Background: an optimization exercise with open tools, aiming at small area, a short achievable clock period and few clock cycles. Do not read the settings as production practice. Where RTL was checked, it was by simulation tests only, not by an equivalence proof against the original. Power is estimated from default activity; no workload was simulated.

Setup of red:
==> flow/design.v (excerpt) <==
module its_block (
    input  wire         clk,
    input  wire         rst,         
    input  wire         req_valid,
    output wire         req_ready,
    input  wire [31:0]  req_word,    
    output reg          resp_valid,
    output wire [31:0]  resp_word,   
    output wire [191:0] rec,         
    input  wire         tick,
    input  wire [3:0]   ch_pins,
    output wire         mem_rd,
    output wire [9:0]   mem_addr,
    input  wire [7:0]   mem_rdata
);
    localparam [7:0] OP_NOP      = 8'h00, OP_TMASK  = 8'h01, OP_TUNMASK = 8'h02,
                     OP_ERRRD    = 8'h03, OP_ERRCLR = 8'h04, OP_STATRD  = 8'h05,
                     OP_CRCCLR   = 8'h10, OP_CRCBYTE = 8'h11, OP_CRCRD  = 8'h12,
                     OP_CRCCHAN  = 8'h13, OP_CRCMSG = 8'h14, OP_CRCCMPC = 8'h15,
                     OP_CRCCMPM  = 8'h16, OP_MSGCHK = 8'h17,
                     OP_LDW      = 8'h20, OP_LDM    = 8'h21, OP_LDE     = 8'h22,
                     OP_RDW      = 8'h23, OP_RDM    = 8'h24, OP_RDE     = 8'h25,
                     OP_TINIT    = 8'h26, OP_ARMM   = 8'h27, OP_EDGE    = 8'h28,
                     OP_SELIDX   = 8'h30, OP_SELACT = 8'h31, OP_SELNEXT = 8'h32,
                     OP_CHLATCH  = 8'h33, OP_CHCMD  = 8'h34, OP_CHRD    = 8'h35;
    function [15:0] crc_step;
        input [15:0] c;
        input [7:0]  b;
        integer k;
        reg [15:0] t;
  ...
Settings: LEC_CHECK=0, CAP_MARGIN=20, CORE_MARGIN=2, CORE_UTILIZATION=40, CTS_CLUSTER_DIAMETER=80, CTS_CLUSTER_SIZE=30, SLEW_MARGIN=20; clock period 10.0 ns.
standard.sh (not shown) runs the stock make flow with config.mk's settings and CLKGATE_MAP_FILE= SYNTH_SCRIPT=/design/flow/synth_recipe.tcl, a recipe that flattens the netlist after the stock synthesis.
==> flow/flow/run.sh <==
#!/bin/bash
# Standard ORFS layout (the standard.sh), with timing repair aiming below the clock
# period and small port buffers.
set -euo pipefail
bash standard.sh SETUP_SLACK_MARGIN=7.0 'BUFFER_PORTS_ARGS=-buffer_cell sky130_fd_sc_hd__buf_2' finish > standard_finish.log 2>&1
Testbench counts of red, summed over its fixed seeds: cycles 88,706.
Changes in orange relative to red:
diff --git a/flow/design.v b/flow/design.v
--- a/flow/design.v
+++ b/flow/design.v
@@ -159,15 +159,15 @@
     reg [3:0]  ch_delta;
     reg        reload_req;
     reg  [3:0] ch_active;    
     wire [15:0] chrd     = {3'd0, reload_req, ch_active, ch_delta, ch_base};
     reg        rdy;
     reg        go;           
     reg [31:0] w;            
-    reg [3:0]  pins;         
+    reg [3:0]  pins;
     assign req_ready = rdy;
     reg [1:0]  r_st;
     reg [1:0]  r_aux;
     reg [15:0] rv;
     assign resp_word = {6'd0, r_st, 6'd0, r_aux, rv};
     reg        rd;
     reg [9:0]  addr;
@@ -249,20 +249,17 @@
     wire        op_crcbyte = op_b && (op == OP_CRCBYTE);
     wire        op_latch   = op_b && (op == OP_CHLATCH);
     wire        op_selact  = op_b && (op == OP_SELACT);
     wire        op_cmd     = op_b && (op == OP_CHCMD);
     wire        cmd_c      = op_cmd && (cmd_code == 4'hC);
     wire        cmd_b      = op_cmd && (cmd_code == 4'hB);
     wire        cmd_9      = op_cmd && (cmd_code == 4'h9) && (ch_delta > cmd_k);
-    wire [15:0] wait_v  = op_ldw ? qv : wait_t;
-    wire [15:0] msg_v   = op_ldm ? qv : (op_armm ? dly_rl : msg_t);
-    wire [15:0] elem_v  = (op_lde || init_ok) ? qv : elem_t;
-    wire [15:0] wait_n  = dlv ? wait_d : wait_v;
-    wire [15:0] msg_n   = dlv ? msg_d  : msg_v;
-    wire [15:0] elem_n  = dlv ? elem_d : elem_v;
+    wire [15:0] wait_n  = dlv ? wait_d : (op_ldw ? qv : wait_t);
+    wire [15:0] msg_n   = dlv ? msg_d  : (op_ldm ? qv : (op_armm ? dly_rl : msg_t));
+    wire [15:0] elem_n  = dlv ? elem_d : ((op_lde || init_ok) ? qv : elem_t);
     wire [15:0] crc_n   = op_crcclr ? 16'd0 : ((op_crcbyte || crc_ok) ? crc_out : crc_acc);
     wire [3:0]  base_n  = op_latch ? pins : (cmd_c ? cmd_k : ch_base);
     wire [3:0]  delta_n = (cmd_c || cmd_9) ? 4'd0 : (cmd_b ? ch_delta + cmd_k : ch_delta);
     wire        reload_n = (op_latch || cmd_c || cmd_b || cmd_9) ? 1'b1 :
                            (op_selact ? 1'b0 : reload_req);
     wire [3:0]  act_n   = op_latch ? pins + ch_delta :
                           cmd_c    ? cmd_k :
@@ -288,19 +285,19 @@
                                  err_flag, edge_flag};
             OP_CRCCLR, OP_CRCBYTE, OP_CRCRD:
                         b_val = crc_n;
             OP_CRCCHAN, OP_CRCCMPC, OP_CRCMSG, OP_CRCCMPM, OP_MSGCHK, OP_TINIT,
             OP_SELIDX, OP_SELACT, OP_SELNEXT:
                         b_store = 1'b1;
             OP_LDW, OP_RDW:
-                        b_val = wait_v;
+                        b_val = wait_n;
             OP_LDM, OP_RDM, OP_ARMM:
-                        b_val = msg_v;
+                        b_val = msg_n;
             OP_LDE, OP_RDE:
-                        b_val = elem_v;
+                        b_val = elem_n;
             OP_EDGE:    b_val = {15'd0, edge_flag};
             OP_CHLATCH, OP_CHCMD, OP_CHRD: begin
                 b_val = {3'd0, reload_n, act_n, delta_n, base_n};
                 if (op == OP_CHCMD) begin
                     if (cmd_code == 4'hC || cmd_code == 4'hB || cmd_9)
                         b_aux = 2'd3;
                     else if (cmd_code == 4'h9)
@@ -351,17 +348,17 @@
             r_aux <= f_aux;
             rv    <= f_val;
         end
     end
     always @(posedge clk) begin
         if (!(go || seq || fin)) begin
             w    <= req_word;
+            pins <= ch_pins;
+            legal <= legal_word(req_word);
         end
-        pins  <= ch_pins;
-        legal <= legal_word(req_word);
         addr <= addr + 10'd1;
         if (go && legal) begin
             m_chan <= (op == OP_CRCCHAN) || (op == OP_CRCCMPC);
             m_msg  <= (op == OP_CRCMSG) || (op == OP_CRCCMPM);
             m_hdr  <= (op == OP_MSGCHK) || (op == OP_TINIT);
             m_sel  <= (op == OP_SELIDX) || (op == OP_SELACT) || (op == OP_SELNEXT);
             m_cmp  <= (op == OP_CRCCMPC) || (op == OP_CRCCMPM);
Findings:
The worst reg-to-reg setup slack number comes out higher for red vs orange. orange and red ended up with roughly the same count of filler cells inserted in the layout. The final reports for orange and red show design internal power higher in the former. For worst hold slack, orange and red come out practically identical. Cell count: orange higher than red. orange vs red on portion of the layout cell area used by non-clock buffers: orange is the higher one. Compare orange and red | wire length of the first global-routing pass lower: red. orange against red: clock skew saw little to no change, maximum VDD drop saw an increase, post-synthesis cell type count saw an increase.
The RTL of orange was laid out without a check of its function.


Setup of job 103:
its_block, a different RTL version from the one above (not shown whole).
For scale: roughly 2100 cells after synthesis, ~290 I/O pins.
==> flow/design.v (excerpt) <==
module its_block (
    input  wire         clk,
    input  wire         rst,         
    input  wire         req_valid,
    output wire         req_ready,
    input  wire [31:0]  req_word,    
    output reg          resp_valid,
    output wire [31:0]  resp_word,   
    output wire [191:0] rec,         
    input  wire         tick,
    input  wire [3:0]   ch_pins,
    output wire         mem_rd,
    output wire [9:0]   mem_addr,
    input  wire [7:0]   mem_rdata
);
    localparam [7:0] OP_NOP      = 8'h00, OP_TMASK  = 8'h01, OP_TUNMASK = 8'h02,
                     OP_ERRRD    = 8'h03, OP_ERRCLR = 8'h04, OP_STATRD  = 8'h05,
                     OP_CRCCLR   = 8'h10, OP_CRCBYTE = 8'h11, OP_CRCRD  = 8'h12,
                     OP_CRCCHAN  = 8'h13, OP_CRCMSG = 8'h14, OP_CRCCMPC = 8'h15,
                     OP_CRCCMPM  = 8'h16, OP_MSGCHK = 8'h17,
                     OP_LDW      = 8'h20, OP_LDM    = 8'h21, OP_LDE     = 8'h22,
                     OP_RDW      = 8'h23, OP_RDM    = 8'h24, OP_RDE     = 8'h25,
                     OP_TINIT    = 8'h26, OP_ARMM   = 8'h27, OP_EDGE    = 8'h28,
                     OP_SELIDX   = 8'h30, OP_SELACT = 8'h31, OP_SELNEXT = 8'h32,
                     OP_CHLATCH  = 8'h33, OP_CHCMD  = 8'h34, OP_CHRD    = 8'h35;
    function [15:0] crc_step;
        input [15:0] c;
        input [7:0]  b;
        integer k;
        reg [15:0] t;
        begin
            t = c ^ {b, 8'h00};
            for (k = 0; k < 8; k = k + 1)
                t = t[15] ? ((t << 1) ^ 16'h1021) : (t << 1);
            crc_step = t;
        end
    endfunction
    function [9:0] r5_addr;
        input [3:0] c;
        begin
            case (c)
                4'd0:    r5_addr = 10'd20;
                4'd1:    r5_addr = 10'd44;
  ...
==> flow/config.mk <==
export PLATFORM = sky130hd
export DESIGN_NAME = its_block
export DESIGN_NICKNAME = its_block
export VERILOG_FILES = /design/flow/design.v
export SDC_FILE = /design/flow/constraint.sdc
export NUM_CORES = 4
export LEC_CHECK = 0
export CAP_MARGIN = 20
export CORE_MARGIN = 2
export CORE_UTILIZATION = 40
export CTS_CLUSTER_DIAMETER = 80
export CTS_CLUSTER_SIZE = 30
export SLEW_MARGIN = 20
==> flow/constraint.sdc <==
create_clock -name core_clock -period 10.0 [get_ports {clk}]
set_input_delay 2.0000 -clock core_clock [delete_from_list [all_inputs] [get_ports {clk}]]
set_output_delay 2.0000 -clock core_clock [all_outputs]
set_load 0.01 [all_outputs]
==> flow/flow/run.sh <==
#!/bin/bash
# Standard ORFS layout (the standard.sh), with timing repair aiming below the clock
# period and small port buffers.
set -euo pipefail
bash standard.sh SETUP_SLACK_MARGIN=6.5 'BUFFER_PORTS_ARGS=-buffer_cell sky130_fd_sc_hd__buf_2' finish > standard_finish.log 2>&1
Job 103 reached the final stage; the timing, design-rule and antenna checks on its layout passed.
Inputs modified between job 103 and job 104:
--- a/flow/design.v
+++ b/flow/design.v
@@ -159,15 +159,15 @@
     reg [3:0]  ch_delta;
     reg        reload_req;
     reg  [3:0] ch_active;    
     wire [15:0] chrd     = {3'd0, reload_req, ch_active, ch_delta, ch_base};
     reg        rdy;
     reg        go;           
     reg [31:0] w;            
-    reg [3:0]  pins;
+    reg [3:0]  pins;         
     assign req_ready = rdy;
     reg [1:0]  r_st;
     reg [1:0]  r_aux;
     reg [15:0] rv;
     assign resp_word = {6'd0, r_st, 6'd0, r_aux, rv};
     reg        rd;
     reg [9:0]  addr;
@@ -249,22 +249,29 @@
     wire        op_crcbyte = op_b && (op == OP_CRCBYTE);
     wire        op_latch   = op_b && (op == OP_CHLATCH);
     wire        op_selact  = op_b && (op == OP_SELACT);
     wire        op_cmd     = op_b && (op == OP_CHCMD);
     wire        cmd_c      = op_cmd && (cmd_code == 4'hC);
     wire        cmd_b      = op_cmd && (cmd_code == 4'hB);
     wire        cmd_9      = op_cmd && (cmd_code == 4'h9) && (ch_delta > cmd_k);
-    wire [15:0] wait_n  = dlv ? wait_d : (op_ldw ? qv : wait_t);
-    wire [15:0] msg_n   = dlv ? msg_d  : (op_ldm ? qv : (op_armm ? dly_rl : msg_t));
-    wire [15:0] elem_n  = dlv ? elem_d : ((op_lde || init_ok) ? qv : elem_t);
+    wire [15:0] wait_v  = op_ldw ? qv : wait_t;
+    wire [15:0] msg_v   = op_ldm ? qv : (op_armm ? dly_rl : msg_t);
+    wire [15:0] elem_v  = (op_lde || init_ok) ? qv : elem_t;
+    wire [15:0] wait_n  = dlv ? wait_d : wait_v;
+    wire [15:0] msg_n   = dlv ? msg_d  : msg_v;
+    wire [15:0] elem_n  = dlv ? elem_d : elem_v;
     wire [15:0] crc_n   = op_crcclr ? 16'd0 : ((op_crcbyte || crc_ok) ? crc_out : crc_acc);
     wire [3:0]  base_n  = op_latch ? pins : (cmd_c ? cmd_k : ch_base);
     wire [3:0]  delta_n = (cmd_c || cmd_9) ? 4'd0 : (cmd_b ? ch_delta + cmd_k : ch_delta);
     wire        reload_n = (op_latch || cmd_c || cmd_b || cmd_9) ? 1'b1 :
                            (op_selact ? 1'b0 : reload_req);
+    wire [3:0]  act_n   = op_latch ? pins + ch_delta :
+                          cmd_c    ? cmd_k :
+                          cmd_b    ? ch_active + cmd_k :
+                          cmd_9    ? ch_base : ch_active;
     reg        b_store;      
     reg [1:0]  b_st, b_aux;
     reg [15:0] b_val;
     always @* begin
         b_store = 1'b0;
         b_st    = 2'd0;
         b_aux   = 2'd0;
@@ -281,22 +288,22 @@
                                  err_flag, edge_flag};
             OP_CRCCLR, OP_CRCBYTE, OP_CRCRD:
                         b_val = crc_n;
             OP_CRCCHAN, OP_CRCCMPC, OP_CRCMSG, OP_CRCCMPM, OP_MSGCHK, OP_TINIT,
             OP_SELIDX, OP_SELACT, OP_SELNEXT:
                         b_store = 1'b1;
             OP_LDW, OP_RDW:
-                        b_val = wait_n;
+                        b_val = wait_v;
             OP_LDM, OP_RDM, OP_ARMM:
-                        b_val = msg_n;
+                        b_val = msg_v;
             OP_LDE, OP_RDE:
-                        b_val = elem_n;
+                        b_val = elem_v;
             OP_EDGE:    b_val = {15'd0, edge_flag};
             OP_CHLATCH, OP_CHCMD, OP_CHRD: begin
-                b_val = {3'd0, reload_n, base_n + delta_n, delta_n, base_n};
+                b_val = {3'd0, reload_n, act_n, delta_n, base_n};
                 if (op == OP_CHCMD) begin
                     if (cmd_code == 4'hC || cmd_code == 4'hB || cmd_9)
                         b_aux = 2'd3;
                     else if (cmd_code == 4'h9)
                         b_aux = 2'd1;
                 end
             end
@@ -344,17 +351,17 @@
             r_aux <= f_aux;
             rv    <= f_val;
         end
     end
     always @(posedge clk) begin
         if (!(go || seq || fin)) begin
             w    <= req_word;
-            pins <= ch_pins;
-            legal <= legal_word(req_word);
         end
+        pins  <= ch_pins;
+        legal <= legal_word(req_word);
         addr <= addr + 10'd1;
         if (go && legal) begin
             m_chan <= (op == OP_CRCCHAN) || (op == OP_CRCCMPC);
             m_msg  <= (op == OP_CRCMSG) || (op == OP_CRCCMPM);
             m_hdr  <= (op == OP_MSGCHK) || (op == OP_TINIT);
             m_sel  <= (op == OP_SELIDX) || (op == OP_SELACT) || (op == OP_SELNEXT);
             m_cmp  <= (op == OP_CRCCMPC) || (op == OP_CRCCMPM);
@@ -523,15 +530,15 @@
                 err_flag <= 1'b1;
             wait_t     <= wait_n;
             msg_t      <= msg_n;
             elem_t     <= elem_n;
             crc_acc    <= crc_n;
             ch_base    <= base_n;
             ch_delta   <= delta_n;
-            ch_active  <= base_n + delta_n;
+            ch_active  <= act_n;
             reload_req <= reload_n;
             if (op_lde || init_ok)
                 elem_rl <= qv;
             if (init_ok)
                 dly_rl <= w[31:16];
             if (dlv && e_fire)
                 edge_flag <= 1'b1;
From job 103 to job 104 the numbers moved as follows: largest net degree at the start of global routing shows an increase of 41%, wire length shows a reduction of about 9%, initial detailed-routing violation count shows a reduction of 23%. Est. power | job 104 vs job 103 | job 104 lower. Total non-filler cell area in the finished layout delta (job 104 − job 103): favourable. Leakage power (job 104 vs. job 103) decreases slightly. Job 104 vs job 103, post-layout minimum cycle time went down by 0.12 ns. Going from job 103 to job 104, non-clock buffer count in the final layout shrank by more than 10%. Taking job 103 as the reference, in job 104 routed length on met2 went down by about 11%, post-CTS setup buffer count went down by 6.
Testbench counts of job 104, summed over its fixed seeds: cycles 88,706.
No functional check of the RTL was part of job 103.

-- re-timing with driven ports --
No port has a modelled driver above. Below, the same layouts with a new extraction and two added sets of constraints.
Step 1 assumes that a clkbuf_16 drives the clock port and a buf_2 every other input.
Step 2 adds t to the input delays and takes it off the output delays; t is the mean of the earliest and latest rising clock arrival at the registers after step 1. Input paths then give back, and output paths get back, about the clock's delay inside the block.
a / b / c = ideal / step 1 / step 2; a / b = the first two.
run	t, ns	slack for setup (ns)	worst setup path at the end
red	0.657	6.775 / 6.714 / 6.478	input to register
orange	0.677	6.545 / 6.571 / 5.894	input to register
job 103	0.661	6.428 / 6.428 / 5.981	input to register
job 104	0.651	6.544 / 6.484 / 6.250	input to register
After both steps every run listed still meets setup and hold. The setup slack of orange, which loses most, moves by +0.026 ns with the drivers and by -0.651 ns with both steps.
